Background: an optimization exercise with open tools, aiming at small area, a short achievable clock period and few clock cycles per item. Do not read the settings as production practice.
Function was checked by simulation only, so behaviour that the tests miss may differ from the original.
Power and IR drop assume default switching activity.

## llmp16_alu
module llmp16_alu (
    input  wire        clk,
    input  wire        rst,           
    input  wire        in_valid,
    output wire        in_ready,
    input  wire [15:0] in_instr,      
    input  wire [15:0] in_a,          
    input  wire [15:0] in_b,          
    output reg         out_valid,
    output reg  [15:0] out_result,
    output reg  [3:0]  out_dest,
    output reg         out_reg_we,
    output wire [3:0]  out_flags,     
    output reg         out_flags_we
);
    genvar gi;
    wire [3:0] cls = in_instr[15:12];
    wire [3:0] t   = in_instr[11:8];
    wire [3:0] fx  = in_instr[7:4];
    wire [3:0] fy  = in_instr[3:0];
    wire       c23 = (cls[3:1] == 3'b001);
    wire       c4  = (cls == 4'b0100);
    wire [9:0] tt;
    generate for (gi = 0; gi < 10; gi = gi + 1) begin : g_t
        assign tt[gi] = (t == gi);
    end endgenerate
    wire i_add = (c23 || c4) && tt[0];                        
    wire i_sub = c23 && tt[1] || c4 && (tt[1] || tt[3]);      
    wire i_cmp = c23 && tt[8];
    wire i_and = c23 && tt[5];
    wire i_tst = c23 && tt[9];
    wire i_or  = c23 && tt[6];
    wire i_xor = c23 && tt[7] || c4 && tt[2];                 
    wire i_shl = c4 && (tt[4] || tt[7]);
    wire i_shr = c4 && (tt[5] || tt[8]);
    wire i_sar = c4 && (tt[6] || tt[9]);
    wire i_mul = c23 && tt[2];
    wire i_div = c23 && tt[3];
    wire i_mod = c23 && tt[4];
    wire i_one = c4 && (tt[0] || tt[1]);                      
    wire i_not = c4 && tt[2];                                 
    wire i_neg = c4 && tt[3];                                 
    wire i_imm = c4 && (tt[7] || tt[8] || tt[9]);             
    wire [15:0] in_a_rev;
    generate for (gi = 0; gi < 16; gi = gi + 1) begin : g_arev
        assign in_a_rev[gi] = in_a[15 - gi];
    end endgenerate
    wire [15:0] d_a = i_neg ? 16'd0 : i_shl ? in_a_rev : in_a;
    wire [15:0] d_b = i_one ? 16'd1 : i_not ? 16'hFFFF : i_neg ? in_a :
                      i_imm ? {12'd0, fy} : in_b;
  ...
Size in the first run: ~2000 cells after synthesis, about 79 I/O pins, roughly 0.013 mm2 of cells after synthesis.
clock: 10.0 ns
lec_check: 0
abc_area: 1
cap_margin: 20
core_margin: 2
core_utilization: 45
slew_margin: 20
standard.sh (not shown) runs the stock make flow with config.mk's settings and CLKGATE_MAP_FILE= SYNTH_SCRIPT=/design/flow/synth_recipe.tcl, a recipe that flattens the netlist after the stock synthesis.
==> flow/flow/run.sh <==
#!/bin/bash
set -euo pipefail
bash standard.sh SETUP_SLACK_MARGIN=6.6 "BUFFER_PORTS_ARGS=-buffer_cell sky130_fd_sc_hd__buf_1" finish > standard_flow.log 2>&1
The starting point produced a clean layout.
Testbench counts at the start, summed over its fixed seeds: cycles 16,318, ops 12,000.
Edit:
==> flow/flow/run.sh (replaced) <==
#!/bin/bash
set -euo pipefail
bash standard.sh SETUP_SLACK_MARGIN=6.3 "BUFFER_PORTS_ARGS=-buffer_cell sky130_fd_sc_hd__buf_1" finish > standard_flow.log 2>&1
- CORE_UTILIZATION: 45 -> 40
Worst hold slack degrades by 0.0037 ns.
Utilization goes down by 9.7 points.
Count of clock-buffer cells in the layout is unchanged.
Sequential cell count is unchanged.
Area after synthesis is unchanged.
Power goes down by 3.8%.
Final cell count went down by 0.32%.
Via count came out lower by 2.6%.
Non-clock buffer count went down by 66.

* * *

== run A ==
llmp16_alu again, from the RTL that the note above started with.
Settings: LEC_CHECK=0, CAP_MARGIN=20, CORE_MARGIN=2, CORE_UTILIZATION=45, SLEW_MARGIN=20; clock period 10.0 ns.
==> flow/flow/run.sh <==
#!/bin/bash
set -euo pipefail
bash standard.sh SETUP_SLACK_MARGIN=6.3 "BUFFER_PORTS_ARGS=-buffer_cell sky130_fd_sc_hd__buf_1" finish > standard_flow.log 2>&1
Every stage of the flow completed for run A, and the final layout passed the timing, design-rule and antenna checks.
Testbench counts of run A, summed over its fixed seeds: cycles 16,318, ops 12,000.
> inputs changed (run A -> run B)
Settings: ABC_AREA newly set to 1.
### Flow results
Sort run A and run B by design area, descending, and run A comes first. On post-placement worst setup slack, run B does better than run A. Most common cell after layout, fill and taps aside: sky130_fd_sc_hd__nor2_1 -> run A, sky130_fd_sc_hd__nand2_1 -> run B. Across both runs, compound-gate portion of the synthesized area was lower for run B than for run A. a_r[0] as the critical path startpoint was reported by run A, and a_r[2] by run B. For routed wire length, dividing the value from run A by the value from run B gives 1.11. Maximum frequency delta for run B relative to run A: 6.9% higher. Comparing global-route usage for run A and run B, the bigger number came from run A. Fraction of power spent switching nets of run A is on par with run B. Compared with run A, run B shows a higher smallest setup slack after layout.

-- port drivers added, routing unchanged --
Ports are ideal in the flow. The routed layouts listed here were re-timed in OpenROAD. Step 1 assumes that a clkbuf_16 drives the clock port and a buf_2 every other input. Step 2, shift: input delay + t, output delay - t, t = (earliest + latest rising clock arrival at the registers) / 2. This alone moves slack from input paths to output paths. a / b / c = ideal / step 1 / step 2; a / b = the first two.
| run | t, ns | setup WS [ns] | worst setup path at the end | worst register clock-pin slew, ns | worst slew at a driven data input, ns |
|---|---|---|---|---|---|
| the first run of note 1 | 0.420 | 6.385 / 6.335 / 6.222 | input to register | 0.09 / 0.09 | 0.06 |
| the second run of note 1 | 0.413 | 6.309 / 6.262 / 5.960 | input to register | 0.09 / 0.09 | 0.04 |
| run A | 0.418 | 6.106 / 6.106 / 5.861 | input to register | 0.09 / 0.09 | 0.05 |
| run B | 0.419 | 6.357 / 6.323 / 6.047 | input to register | 0.08 / 0.08 | 0.04 |
After both steps every run listed still meets setup and hold. For the second run of note 1, which loses most, drivers alone change the setup slack by -0.047 ns; drivers and shift together by -0.349 ns.
